This is an optimization exercise on Yosys and OpenROAD, whose aim is small area, a short achievable clock period and few clock cycles per item, not a production implementation.
Power figures rest on the tool's default switching activity, not on a simulated workload.

==> v39: inputs <==
## crc_link
module crc_link (
  input  wire        clk,
  input  wire        rst,
  input  wire        cmd_valid,
  output wire        cmd_ready,
  input  wire [3:0]  cmd_code,
  input  wire [15:0] cmd_a,
  input  wire [7:0]  cmd_b,
  output reg         resp_valid,
  output reg         resp_ok,
  output reg  [15:0] resp_data,
  output wire        rx_req,
  input  wire        rx_valid,
  input  wire [7:0]  rx_data,
  input  wire        rx_end,
  output wire        tx_valid,
  output wire [7:0]  tx_data,
  input  wire        tx_ready,
  input  wire        tx_fail
);
  localparam [3:0] C_CRCCLR   = 4'h1, C_CRCSTEP = 4'h2, C_FRAMECRC = 4'h3,
                   C_ENCODE   = 4'h4, C_DECODE  = 4'h5, C_RECEIVE  = 4'h6,
                   C_TRANSMIT = 4'h7, C_LDB     = 4'h9, C_STB      = 4'hA,
                   C_RDST     = 4'hB;
  function [15:0] m16;
    input [15:0] c;
    integer i;
    begin
      m16 = c;
      for (i = 0; i < 16; i = i + 1)
        m16 = {m16[14:0], 1'b0} ^ (m16[15] ? 16'h1021 : 16'h0000);
    end
  endfunction
  reg [511:0] bv;                  
  reg [15:0]  crc;                 
  reg [6:0]   n_q;                 
  reg [6:0]   pos;                 
  reg [9:0]   rem;                 
  reg         match_q;             
  reg [1:0]   err;                 
  reg         busy, done_f, fail_f, res_ok;
  reg         rdy_q, cq_v, mode_d;
  reg         wr_okq;              
  reg [15:0]  cq_a;
  reg [7:0]   cq_b;
  ...
export LEC_CHECK = 0
export CAP_MARGIN = 20
export CORE_MARGIN = 2
export CORE_UTILIZATION = 60
export CTS_BUF_LIST = sky130_fd_sc_hd__clkbuf_16
export CTS_CLUSTER_DIAMETER = 100
export CTS_CLUSTER_SIZE = 20
export PLACE_DENSITY = 0.7
export SLEW_MARGIN = 20
export TNS_END_PERCENT = 100
create_clock -name core_clock -period 10.0 [get_ports {clk}]
standard.sh (not shown) runs the stock make flow with config.mk's settings and CLKGATE_MAP_FILE= SYNTH_SCRIPT=/design/flow/synth_recipe.tcl, a recipe that flattens the netlist after the stock synthesis.
==> flow/flow/run.sh <==
#!/bin/bash
# Standard layout, asking the timing repair for more setup margin.
set -euo pipefail
bash standard.sh SETUP_SLACK_MARGIN=7 finish > make_finish.log 2>&1
==> inputs of v27, as changes to v39 <==
--- a/flow/design.v
+++ b/flow/design.v
@@ -37,13 +37,12 @@
   reg [6:0]   pos;                 
   reg [9:0]   rem;                 
   reg         match_q;             
   reg [1:0]   err;                 
   reg         busy, done_f, fail_f, res_ok;
   reg         rdy_q, cq_v, mode_d;
-  reg         wr_okq;              
   reg [15:0]  cq_a;
   reg [7:0]   cq_b;
   reg         v_clr, v_step, v_fsent, v_fjob, v_enc, v_dec, v_rcv, v_xmt, v_ldb, v_stb, v_rdst;
   reg         rx_req_q, tx_valid_q;
   reg [7:0]   tx_cur;              
   reg [7:0]   tx_q;                
@@ -65,19 +64,32 @@
   assign cmd_ready = rdy_q;
   assign rx_req    = rx_req_q;
   assign tx_valid  = tx_valid_q;
   assign tx_data   = tx_q;
   wire [7:0] b0 = bv[7:0];
   wire [7:0] b1 = bv[15:8];
-  reg  [15:0] port;
-  integer j;
-  always @* begin
-    port = 16'h0000;
-    for (j = 0; j < 32; j = j + 1)
-      port = port | (bv[16*j +: 16] & {16{ra == j}});
-  end
+  wire [255:0] rd1;
+  wire [127:0] rd2;
+  wire [63:0]  rd3;
+  wire [31:0]  rd4;
+  genvar g;
+  generate
+    for (g = 0; g < 16; g = g + 1) begin : R1
+      assign rd1[16*g +: 16] = ra[0] ? bv[32*g + 16 +: 16] : bv[32*g +: 16];
+    end
+    for (g = 0; g < 8; g = g + 1) begin : R2
+      assign rd2[16*g +: 16] = ra[1] ? rd1[32*g + 16 +: 16] : rd1[32*g +: 16];
+    end
+    for (g = 0; g < 4; g = g + 1) begin : R3
+      assign rd3[16*g +: 16] = ra[2] ? rd2[32*g + 16 +: 16] : rd2[32*g +: 16];
+    end
+    for (g = 0; g < 2; g = g + 1) begin : R4
+      assign rd4[16*g +: 16] = ra[3] ? rd3[32*g + 16 +: 16] : rd3[32*g +: 16];
+    end
+  endgenerate
+  wire [15:0] port = ra[4] ? rd4[31:16] : rd4[15:0];
   integer k;
   wire [15:0] ca = cmd_a;
   wire i_hi7z = (ca[15:7] == 9'd0);
   wire i_hi6z = i_hi7z & !ca[6];
   wire i_le64 = i_hi6z | (i_hi7z & (ca[5:0] == 6'd0));
   wire i_ge2  = |ca[15:1];
@@ -95,13 +107,13 @@
   wire need_fcrc = v_fjob & !busy & !(cache_v & a_is_n);
   wire go        = cq_v & !xw;
   wire exec      = go & !need_res & !need_fcrc;
   wire start_res = go & need_res;
   wire start_fc  = go & !need_res & need_fcrc;
   wire ex        = exec & acc;
-  wire wr_ok     = cq_v & wr_okq;                         
+  wire wr_ok     = cq_v & !busy & !xw & !enc_pend;
   wire w_stb     = wr_ok & v_stb;
   wire w_enc     = wr_ok & v_enc;
   wire [6:0] jn      = s_fc ? a[6:0] : n_q;               
   wire [5:0] klast   = jn[6:1] - 6'd2;                    
   wire       tx_live = c_top | c_ta1 | c_trest;
   wire       fetch   = s_act & !s_fdone & (!tw_full | !tx_live);
@@ -171,18 +183,16 @@
   end
   wire fresh  = rdy_q & cmd_valid;
   wire busy_e = busy & !(c_wait & stream_free);          
   wire direct = fresh & (busy_e | (mode_d & (cmd_code == C_RDST)));
   wire rcv_now = fresh & !busy_e & mode_d & (cmd_code == C_RECEIVE) & !enc_pend & !xw;
   wire to_q   = fresh & !direct & !rcv_now;
-  wire end_e = c_wait & stream_free;
-  wire okn = (ok_end & stream_free) | (end_e & res_ok);
-  wire fn  = fail_f | (end_e & !res_ok);
+  wire okn = (ok_end | (c_wait & res_ok)) & stream_free;
   wire dn  = done_f | okn;
-  wire df  = dn | fn;
-  wire [15:0] status = {5'd0, fn, dn, busy & !okn & !end_e, match_q, 1'b0, err, df, df, 1'b0, fn};
+  wire df  = done_f | fail_f | okn;
+  wire [15:0] status = {5'd0, fail_f, dn, busy & !okn, match_q, 1'b0, err, df, df, 1'b0, fail_f};
   wire [2:0]  rk = mode_d ? cmd_a[2:0] : a[2:0];
   reg  [15:0] rdst_val;
   always @* begin
     case (rk)
       3'd0:    rdst_val = status;
       3'd1:    rdst_val = crc;
@@ -195,17 +205,16 @@
   wire [7:0]  ldb_byte = a[0] ? port[15:8] : port[7:0];
   wire [15:0] rd_val = (mode_d | v_rdst) ? rdst_val : v_dec ? {b0, b1} : {8'd0, ldb_byte};
   wire consume  = exec | fc_done;
   wire held     = cq_v & !consume;
   wire enc_pend_n = (enc_pend & !(s_fin & s_res) & !st_tx) | w_enc;
   wire xw_n     = (xw & !s_fin) | start_res | start_fc;
-  wire busy_nx  = busy_e | (ex & v_rcv) | st_tx;
   wire cache_kill = ex & (v_clr | v_step | v_enc | v_stb | v_rcv | v_xmt | v_fsent);
   wire in_xfer  = (cmd_code == C_RECEIVE) | (cmd_code == C_TRANSMIT);
   wire in_fc_miss = (cmd_code == C_FRAMECRC) &
-                    !(cache_v & !cache_kill & (cmd_a[6:0] == n_q));
+                    !(cache_v & !cache_kill & (cmd_a == {9'd0, n_q}));
   always @(posedge clk) begin
     if (rdy_q) begin
       cq_a   <= cmd_a;
       cq_b   <= cmd_b;
       v_clr   <= cmd_code == C_CRCCLR;
       v_step  <= cmd_code == C_CRCSTEP;
@@ -240,32 +249,31 @@
     if (st_tx) th <= b1;
     else if (rload) th <= tw[7:0];
     else if (rfold) th <= rfv[15:8];
     else if (tw_use) th <= tw[15:8];
     resp_data <= rd_val;
     if (rst) begin
-      cq_v <= 1'b0; rdy_q <= 1'b1; mode_d <= 1'b0; wr_okq <= 1'b1;
+      cq_v <= 1'b0; rdy_q <= 1'b1; mode_d <= 1'b0;
       resp_valid <= 1'b0; resp_ok <= 1'b0;
       rx_req_q <= 1'b0; tx_valid_q <= 1'b0;
       crc <= 16'd0; n_q <= 7'd0; pos <= 7'd0; rem <= 10'd0;
       match_q <= 1'b0; err <= 2'd0; busy <= 1'b0; done_f <= 1'b0; fail_f <= 1'b0;
       res_ok <= 1'b0; enc_pend <= 1'b0; cache_v <= 1'b0;
       s_act <= 1'b0; xw <= 1'b0; s_tx <= 1'b0; s_res <= 1'b0; s_fc <= 1'b0;
       s_fdone <= 1'b0; s_z <= 1'b0; tw_full <= 1'b0; tw_fold <= 1'b0;
       got <= 1'b0; rload <= 1'b0; rfold <= 1'b0; rxw <= 1'b0; vpend <= 1'b0;
       rstart <= 1'b0;
       {c_rop, c_rack, c_rlen, c_rpay, c_ran, c_top, c_ta1, c_trest, c_ta2, c_wait} <= 10'd0;
     end else begin
       cq_v   <= rdy_q ? to_q : held;
-      rdy_q  <= !held & !(fresh & (xw_n | enc_pend_n | in_fc_miss | in_xfer));
+      rdy_q  <= !held & !(to_q & (xw_n | enc_pend_n | in_fc_miss | in_xfer));
       mode_d <= (ex & (v_rcv | v_xmt)) | (mode_d & !to_q);
       resp_valid <= consume | direct | rcv_now;
       resp_ok    <= (fresh & (busy_e | mode_d) & i_rdst_ok) | rcv_now | (consume & (acc | fc_done));
       rstart     <= rcv_now;
       enc_pend   <= enc_pend_n;
-      wr_okq     <= !busy_nx & !xw_n & !enc_pend_n;
       xw         <= xw_n;
       c_rop <= n_rop; c_rack <= n_rack; c_rlen <= n_rlen; c_rpay <= n_rpay; c_ran <= n_ran;
       c_top <= n_top; c_ta1 <= n_ta1; c_trest <= n_trest; c_ta2 <= n_ta2;
       rx_req_q   <= n_rop | n_rlen | n_rpay | n_ta1 | n_ta2;
       tx_valid_q <= n_rack | n_ran | n_top | n_trest;
       c_wait <= end_now | (c_wait & !stream_free);
Settings changed: CTS_CLUSTER_DIAMETER 100 to 120, CTS_CLUSTER_SIZE 20 to 24.
==> inputs of v10, as changes to v39 <==
==> flow/design.v (replaced) <==
module crc_link (
  input  wire        clk,
  input  wire        rst,
  input  wire        cmd_valid,
  output wire        cmd_ready,
  input  wire [3:0]  cmd_code,
  input  wire [15:0] cmd_a,
  input  wire [7:0]  cmd_b,
  output reg         resp_valid,
  output reg         resp_ok,
  output reg  [15:0] resp_data,
  output wire        rx_req,
  input  wire        rx_valid,
  input  wire [7:0]  rx_data,
  input  wire        rx_end,
  output wire        tx_valid,
  output wire [7:0]  tx_data,
  input  wire        tx_ready,
  input  wire        tx_fail
);
  localparam [3:0] C_CRCCLR   = 4'h1, C_CRCSTEP = 4'h2, C_FRAMECRC = 4'h3,
                   C_ENCODE   = 4'h4, C_DECODE  = 4'h5, C_RECEIVE  = 4'h6,
                   C_TRANSMIT = 4'h7, C_LDB     = 4'h9, C_STB      = 4'hA,
                   C_RDST     = 4'hB;
  function [15:0] m16;
    input [15:0] c;
    integer i;
    begin
      m16 = c;
      for (i = 0; i < 16; i = i + 1)
        m16 = {m16[14:0], 1'b0} ^ (m16[15] ? 16'h1021 : 16'h0000);
    end
  endfunction
  reg [511:0] bv;                  
  reg [15:0]  crc;                 
  reg [6:0]   n_q;                 
  reg [6:0]   pos;                 
  reg [9:0]   rem;                 
  reg         match_q;             
  reg [1:0]   err;                 
  reg         busy, done_f, fail_f, res_ok;
  reg         rdy_q, cq_v, mode_d;
  reg [15:0]  cq_a;
  reg [7:0]   cq_b;
  reg         v_clr, v_step, v_fsent, v_fjob, v_enc, v_dec, v_rcv, v_xmt, v_ldb, v_stb, v_rdst;
  reg         rx_req_q, tx_valid_q;
  reg [7:0]   tx_cur;              
  reg [7:0]   tx_q;                
  reg [15:0]  bk;                  
  reg         enc_pend;            
  reg         cache_v;             
  reg         s_act, xw, s_tx, s_res, s_fc;
  reg [4:0]   ra;                  
  reg         rxodd;               
  reg         s_fdone, s_z;
  reg [15:0]  tw;                  
  reg         tw_full, tw_fold;
  reg [7:0]   th;                  
  reg         got, rload, rfold;
  reg         rxw;                 
  reg         vpend;               
  reg         c_fix;               
  reg c_rop, c_rack, c_rlen, c_rpay, c_ran, c_top, c_ta1, c_trest, c_ta2, c_wait;
  assign cmd_ready = rdy_q;
  assign rx_req    = rx_req_q;
  assign tx_valid  = tx_valid_q;
  assign tx_data   = tx_q;
  wire [7:0] b0 = bv[7:0];
  wire [7:0] b1 = bv[15:8];
  wire [255:0] rd1;
  wire [127:0] rd2;
  wire [63:0]  rd3;
  wire [31:0]  rd4;
  genvar g;
  generate
    for (g = 0; g < 16; g = g + 1) begin : R1
      assign rd1[16*g +: 16] = ra[0] ? bv[32*g + 16 +: 16] : bv[32*g +: 16];
    end
    for (g = 0; g < 8; g = g + 1) begin : R2
      assign rd2[16*g +: 16] = ra[1] ? rd1[32*g + 16 +: 16] : rd1[32*g +: 16];
    end
    for (g = 0; g < 4; g = g + 1) begin : R3
      assign rd3[16*g +: 16] = ra[2] ? rd2[32*g + 16 +: 16] : rd2[32*g +: 16];
    end
    for (g = 0; g < 2; g = g + 1) begin : R4
      assign rd4[16*g +: 16] = ra[3] ? rd3[32*g + 16 +: 16] : rd3[32*g +: 16];
    end
  endgenerate
  wire [15:0] port = ra[4] ? rd4[31:16] : rd4[15:0];
  integer k;
  wire [15:0] ca = cmd_a;
  wire i_hi7z = (ca[15:7] == 9'd0);
  wire i_hi6z = i_hi7z & !ca[6];
  wire i_le64 = i_hi6z | (i_hi7z & (ca[5:0] == 6'd0));
  wire i_ge2  = |ca[15:1];
  wire i_ge4  = |ca[15:2];
  wire i_le60 = i_hi6z & ((ca[5:2] != 4'hF) | (ca[1:0] == 2'd0));
  wire i_lt6  = (ca[15:3] == 13'd0) & !(ca[2] & ca[1]);
  wire i_rdst_ok = (cmd_code == C_RDST) & i_lt6;
  wire [15:0] a = cq_a;
  wire v_any     = v_clr | v_step | v_fsent | v_fjob | v_enc | v_dec | v_rcv | v_xmt |
                   v_ldb | v_stb;
  wire acc       = v_rdst | (v_any & !busy);
  wire a_is_n    = (a[6:0] == n_q);
  wire fast      = !acc | v_dec | (v_rdst & (a[2:0] != 3'd1)) | (v_xmt & a_is_n);
  wire need_res  = enc_pend & !fast;
  wire need_fcrc = v_fjob & !busy & !(cache_v & a_is_n);
  wire go        = cq_v & !xw;
  wire exec      = go & !need_res & !need_fcrc;
  wire start_res = go & need_res;
  wire start_fc  = go & !need_res & need_fcrc;
  wire ex        = exec & acc;
  wire wr_ok     = cq_v & !busy & !xw & !enc_pend;
  wire w_stb     = wr_ok & v_stb;
  wire w_enc     = wr_ok & v_enc;
  wire [6:0] jn      = s_fc ? a[6:0] : n_q;               
  wire [5:0] klast   = jn[6:1] - 6'd2;                    
  wire       tx_live = c_top | c_ta1 | c_trest;
  wire       fetch   = s_act & !s_fdone & (!tw_full | !tx_live);
  wire       s_fold  = s_act & tw_fold;
  wire       s_zero  = s_act & s_fdone & !tw_fold & !s_z;
  wire       s_fin   = s_act & s_z;
  wire       fc_done = s_fin & s_fc;
  wire       st_tx   = ex & v_xmt;
  wire       s_start = st_tx | start_res | start_fc;
  wire [6:0] sn      = start_res ? n_q : a[6:0];
  wire       stream_free = !s_act | s_z;
  wire eq4f   = (rx_data == 8'h4F);
  wire len_ok = (rx_data < 8'd30);
  wire r_last = (rem == 10'd1);
  wire [6:0] tdist = n_q - pos;
  wire t_last = (tdist == 7'd1);
  wire nx_chi = (tdist == 7'd2);
  wire nx_clo = (tdist == 7'd3);
  wire [7:0] nb_c = pos[0] ? (nx_clo ? crc[7:0] : tw[7:0]) : (nx_chi ? crc[15:8] : th);
  wire rxm     = c_rop | c_rlen | c_rpay;
  wire rx_tk   = rxm & rx_valid;
  wire rop_tk  = c_rop & rx_valid;
  wire rlen_tk = c_rlen & rx_valid;
  wire rpay_tk = c_rpay & rx_valid;
  wire verify  = rpay_tk & r_last;
  wire [15:0] cfin = m16(crc);
  wire vmatch  = (cfin[7:0] == tw[7:0]) & (cfin[15:8] == rx_data);
  wire f_pay    = c_rpay & !rx_valid & rx_end & !got;    
  wire f_rx_pre = (c_rop & !rx_valid & rx_end) |
                  (c_rack & !tx_ready & tx_fail) |
                  (c_rlen & (rx_valid ? !len_ok : rx_end)) | c_fix;
  wire f_rx_post = c_ran & match_q & !tx_ready & tx_fail;
  wire f_bad     = c_ran & !match_q & (tx_ready | tx_fail);
  wire f_tx      = (c_top & !tx_ready & tx_fail) |
                   (c_ta1 & (rx_valid ? !eq4f : rx_end)) |
                   (c_trest & tx_fail & !(tx_ready & t_last)) |
                   (c_ta2 & (rx_valid ? !eq4f : rx_end));
  wire ok_end    = (c_ran & match_q & tx_ready) | (c_ta2 & rx_valid & eq4f);
  wire end_now   = ok_end | f_rx_pre | f_rx_post | f_bad | f_tx;
  wire n_rop   = (ex & v_rcv) | (c_rop & !rx_valid & !rx_end);
  wire n_rack  = rop_tk | (c_rack & !tx_ready & !tx_fail);
  wire n_rlen  = (c_rack & tx_ready) | (c_rlen & !rx_valid & !rx_end);
  wire n_rpay  = (rlen_tk & len_ok) |
                 (c_rpay & (rx_valid ? !r_last : (!rx_end | got)));
  wire n_ran   = verify | (c_ran & !tx_ready & !tx_fail);
  wire n_top   = st_tx | (c_top & !tx_ready & !tx_fail);
  wire n_ta1   = (c_top & tx_ready) | (c_ta1 & !rx_valid & !rx_end);
  wire n_trest = (c_ta1 & rx_valid & eq4f) |
                 (c_trest & (tx_ready ? (!t_last & !tx_fail) : !tx_fail));
  wire n_ta2   = (c_trest & tx_ready & t_last) | (c_ta2 & !rx_valid & !rx_end);
  wire tx_tk   = (c_top | c_trest) & tx_ready;
  wire [7:0] tx_next = st_tx ? b0 : (ex & v_rcv) ? 8'h4F : verify ? (vmatch ? 8'h4F : 8'h46) :
                       tx_tk ? (c_top ? th : nb_c) : tx_cur;
  wire tw_use  = c_trest & tx_ready & pos[0] & !nx_clo;    
  wire       w_emb = s_fin & !s_fc;
  wire       w_en  = rxw | w_emb | w_enc | w_stb;
  wire [4:0] w_wa  = ra;
  wire [1:0] w_be  = rxw ? {rxodd, !rxodd} : (s_act | v_enc) ? 2'b11 : {a[0], !a[0]};
  wire [15:0] w_d  = rxw ? tw : s_act ? crc :
                     v_enc ? {a[8:1] - 8'd1, cq_b} : {cq_b, cq_b};
  always @(posedge clk) begin
    for (k = 0; k < 64; k = k + 1)
      if (w_en && w_wa == k / 2 && w_be[k % 2])
        bv[8*k +: 8] <= (k % 2) ? w_d[15:8] : w_d[7:0];
  end
  wire fresh  = rdy_q & cmd_valid;
  wire busy_e = busy & !(c_wait & stream_free);          
  wire direct = fresh & (busy_e | (mode_d & (cmd_code == C_RDST)));
  wire to_q   = fresh & !direct;
  wire okn = (ok_end | (c_wait & res_ok)) & stream_free;
  wire dn  = done_f | okn;
  wire df  = done_f | fail_f | okn;
  wire [15:0] status = {5'd0, fail_f, dn, busy & !okn, match_q, 1'b0, err, df, df, 1'b0, fail_f};
  wire [2:0]  rk = mode_d ? cmd_a[2:0] : a[2:0];
  reg  [15:0] rdst_val;
  always @* begin
    case (rk)
      3'd0:    rdst_val = status;
      3'd1:    rdst_val = crc;
      3'd2:    rdst_val = {9'd0, n_q};
      3'd3:    rdst_val = {9'd0, pos};
      3'd4:    rdst_val = {6'd0, rem};
      default: rdst_val = 16'd64;
    endcase
  end
  wire [7:0]  ldb_byte = a[0] ? port[15:8] : port[7:0];
  wire [15:0] rd_val = (mode_d | v_rdst) ? rdst_val : v_dec ? {b0, b1} : {8'd0, ldb_byte};
  wire consume  = exec | fc_done;
  wire held     = cq_v & !consume;
  wire enc_pend_n = (enc_pend & !(s_fin & s_res) & !st_tx) | w_enc;
  wire xw_n     = (xw & !s_fin) | start_res | start_fc;
  wire cache_kill = ex & (v_clr | v_step | v_enc | v_stb | v_rcv | v_xmt | v_fsent);
  wire in_xfer  = (cmd_code == C_RECEIVE) | (cmd_code == C_TRANSMIT);
  wire in_fc_miss = (cmd_code == C_FRAMECRC) &
                    !(cache_v & !cache_kill & (cmd_a == {9'd0, n_q}));
  always @(posedge clk) begin
    if (rdy_q) begin
      cq_a   <= cmd_a;
      cq_b   <= cmd_b;
      v_clr   <= cmd_code == C_CRCCLR;
      v_step  <= cmd_code == C_CRCSTEP;
      v_fsent <= (cmd_code == C_FRAMECRC) & i_le64 & (ca[0] | !i_ge2);
      v_fjob  <= (cmd_code == C_FRAMECRC) & i_le64 & !ca[0] & i_ge2;
      v_enc   <= (cmd_code == C_ENCODE) & !ca[0] & i_ge2 & i_le60;
      v_dec   <= cmd_code == C_DECODE;
      v_rcv   <= cmd_code == C_RECEIVE;
      v_xmt   <= (cmd_code == C_TRANSMIT) & !ca[0] & i_ge4 & i_le64;
      v_ldb   <= (cmd_code == C_LDB) & i_hi6z;
      v_stb   <= (cmd_code == C_STB) & i_hi6z;
      v_rdst  <= i_rdst_ok;
    end
    if (s_start)
      ra <= 5'd1;
    else if (s_act & !s_fin) begin
      if (fetch) ra <= ra + 5'd1;
    end else if (rxm) begin
      if (rx_valid) ra <= pos[5:1];
    end else if (rdy_q)
      ra <= (cmd_code == C_ENCODE) ? 5'd0 : cmd_a[5:1];
    else
      ra <= v_enc ? 5'd0 : cq_a[5:1];
    if (rx_tk) rxodd <= pos[0];
    if (rop_tk) tw[7:0] <= rx_data;
    else if (rlen_tk) tw[15:8] <= rx_data;
    else if (rpay_tk) begin
      if (pos[0]) tw[15:8] <= rx_data; else tw[7:0] <= rx_data;
    end else if (fetch) tw <= port;
    tx_cur <= tx_next;
    tx_q   <= rst ? 8'h00 : tx_next;
    if (st_tx) th <= b1;
    else if (tw_use) th <= tw[15:8];
    if (ex & v_rcv) bk <= crc;
    resp_data <= rd_val;
    if (rst) begin
      cq_v <= 1'b0; rdy_q <= 1'b1; mode_d <= 1'b0;
      resp_valid <= 1'b0; resp_ok <= 1'b0;
      rx_req_q <= 1'b0; tx_valid_q <= 1'b0;
      crc <= 16'd0; n_q <= 7'd0; pos <= 7'd0; rem <= 10'd0;
      match_q <= 1'b0; err <= 2'd0; busy <= 1'b0; done_f <= 1'b0; fail_f <= 1'b0;
      res_ok <= 1'b0; enc_pend <= 1'b0; cache_v <= 1'b0;
      s_act <= 1'b0; xw <= 1'b0; s_tx <= 1'b0; s_res <= 1'b0; s_fc <= 1'b0;
      s_fdone <= 1'b0; s_z <= 1'b0; tw_full <= 1'b0; tw_fold <= 1'b0;
      got <= 1'b0; rload <= 1'b0; rfold <= 1'b0; rxw <= 1'b0; vpend <= 1'b0; c_fix <= 1'b0;
      {c_rop, c_rack, c_rlen, c_rpay, c_ran, c_top, c_ta1, c_trest, c_ta2, c_wait} <= 10'd0;
    end else begin
      cq_v   <= rdy_q ? to_q : held;
      rdy_q  <= !held & !(to_q & (xw_n | enc_pend_n | in_fc_miss | in_xfer));
      mode_d <= (ex & (v_rcv | v_xmt)) | (mode_d & !to_q);
      resp_valid <= consume | direct;
      resp_ok    <= direct ? i_rdst_ok : (acc | fc_done);
      enc_pend   <= enc_pend_n;
      xw         <= xw_n;
      c_rop <= n_rop; c_rack <= n_rack; c_rlen <= n_rlen; c_rpay <= n_rpay; c_ran <= n_ran;
      c_top <= n_top; c_ta1 <= n_ta1; c_trest <= n_trest; c_ta2 <= n_ta2;
      rx_req_q   <= n_rop | n_rlen | n_rpay | n_ta1 | n_ta2;
      tx_valid_q <= n_rack | n_ran | n_top | n_trest;
      c_wait <= end_now | (c_wait & !stream_free);
      if (end_now) res_ok <= ok_end;
      if (busy & c_wait & stream_free) begin
        busy   <= 1'b0;
        done_f <= res_ok;
        fail_f <= !res_ok;
      end
      if (f_rx_pre | f_rx_post) err <= 2'd1;
      if (f_tx)  err <= 2'd2;
      if (f_bad) err <= 2'd3;
      rload <= rlen_tk & len_ok;
      rxw   <= rx_tk;
      vpend <= verify;
      c_fix <= f_pay;
      rfold <= rpay_tk & pos[0] & !r_last;
      if (rop_tk) pos <= 7'd1;
      if (rlen_tk) begin
        pos <= 7'd2;
        rem <= {1'b0, rx_data, 1'b0} + 10'd4;
        got <= 1'b0;
      end
      if (rpay_tk) begin
        pos <= pos + 7'd1;
        rem <= rem - 10'd1;
        got <= !rx_end;
      end else if (c_rpay & rx_end) begin
        got <= 1'b0;
      end
      if (verify) match_q <= vmatch;
      if (ok_end & c_ran) begin
        n_q     <= pos;
        cache_v <= 1'b1;
      end
      if (tx_tk) pos <= pos + 7'd1;
      if (tw_use) tw_full <= 1'b0;
      if (s_start) begin
        s_act   <= 1'b1;
        s_tx    <= st_tx;
        s_res   <= start_res;
        s_fc    <= start_fc;
        s_fdone <= (sn[6:1] < 6'd3);
        s_z     <= 1'b0;
        tw_full <= 1'b0;
        tw_fold <= 1'b0;
      end else begin
        if (fetch) begin
          s_fdone <= ({1'b0, ra} == klast);
          tw_full <= 1'b1;
        end
        tw_fold <= fetch;
        if (s_zero) s_z <= 1'b1;
        if (s_fin) begin
          s_act <= 1'b0;
          if (!s_fc) cache_v <= 1'b1;
        end
      end
      if (c_fix)
        crc <= bk;
      else if (vpend)
        crc <= cfin;
      else if (rload)
        crc <= {tw[7:0], tw[15:8]};
      else if (rfold | s_fold)
        crc <= m16(crc) ^ tw;
      else if (s_start)
        crc <= {b0, b1};
      else if (s_zero)
        crc <= cfin;
      else if (ex & v_clr)
        crc <= 16'd0;
      else if (ex & v_step)
        crc <= m16(crc) ^ a;
      else if (ex & v_fsent)
        crc <= 16'hFFFF;
      if (cache_kill | start_fc) cache_v <= 1'b0;
      if (ex & v_enc) n_q <= a[6:0] + 7'd4;
      if (ex & v_rcv) begin
        busy <= 1'b1; done_f <= 1'b0; fail_f <= 1'b0;
        err <= 2'd0; match_q <= 1'b0; pos <= 7'd0; rem <= 10'd0; n_q <= 7'd0;
      end
      if (st_tx) begin
        busy <= 1'b1; done_f <= 1'b0; fail_f <= 1'b0;
        err <= 2'd0; pos <= 7'd0; n_q <= a[6:0];
      end
    end
  end
endmodule
Settings changed: CTS_CLUSTER_DIAMETER 100 to 80, CTS_CLUSTER_SIZE 20 to 28.
==> summary of the runs <==
Worst setup slack, lowest first: v27, v10, v39. Of v10 and v27, v10 has the higher area after synthesis (gap 0.35%, measured against v27). Of v27 and v10, v10 has the higher sequential power (gap about 2%, measured against v10). Register-to-register slack: v39 < v27 < v10. The lowest die area belongs to v39, the highest to v10. Cell count, lowest first: v27, v10, v39. Non-clock buffer count: v27 is lower than v39 (119). Core utilization, lowest first: v27, v10, v39.
Function was not checked in any run of this note: the RTL went through the layout flow alone.

## port drivers added, routing unchanged
No port has a modelled driver above. Below, the same layouts with a new extraction and two added sets of constraints. Step 1: set_driving_cell puts a clkbuf_16 on clk and a buf_2 on each other input, an assumption about the parent block. Step 2 also shifts input and output timing later by t, the mid clock arrival at the registers, as if the neighbouring blocks saw the same clock. Three values: ideal ports, drivers, drivers and shift; two values: the first two.
run	t, ns	setup slack, ns	latest minus earliest clock arrival (ns)	slew at the worst register clock pin (ns)	pins driven straight from the clock port
v39	0.657	6.827 / 6.776 / 6.200	0.038 / 0.038	0.10 / 0.10	1
v27	0.652	6.786 / 6.746 / 6.150	0.042 / 0.042	0.12 / 0.12	1
v10	0.675	6.804 / 6.760 / 6.148	0.042 / 0.042	0.11 / 0.11	1
After both steps every run listed still meets setup and hold. For v10, which loses most, drivers alone change the setup slack by -0.044 ns; drivers and shift together by -0.656 ns.
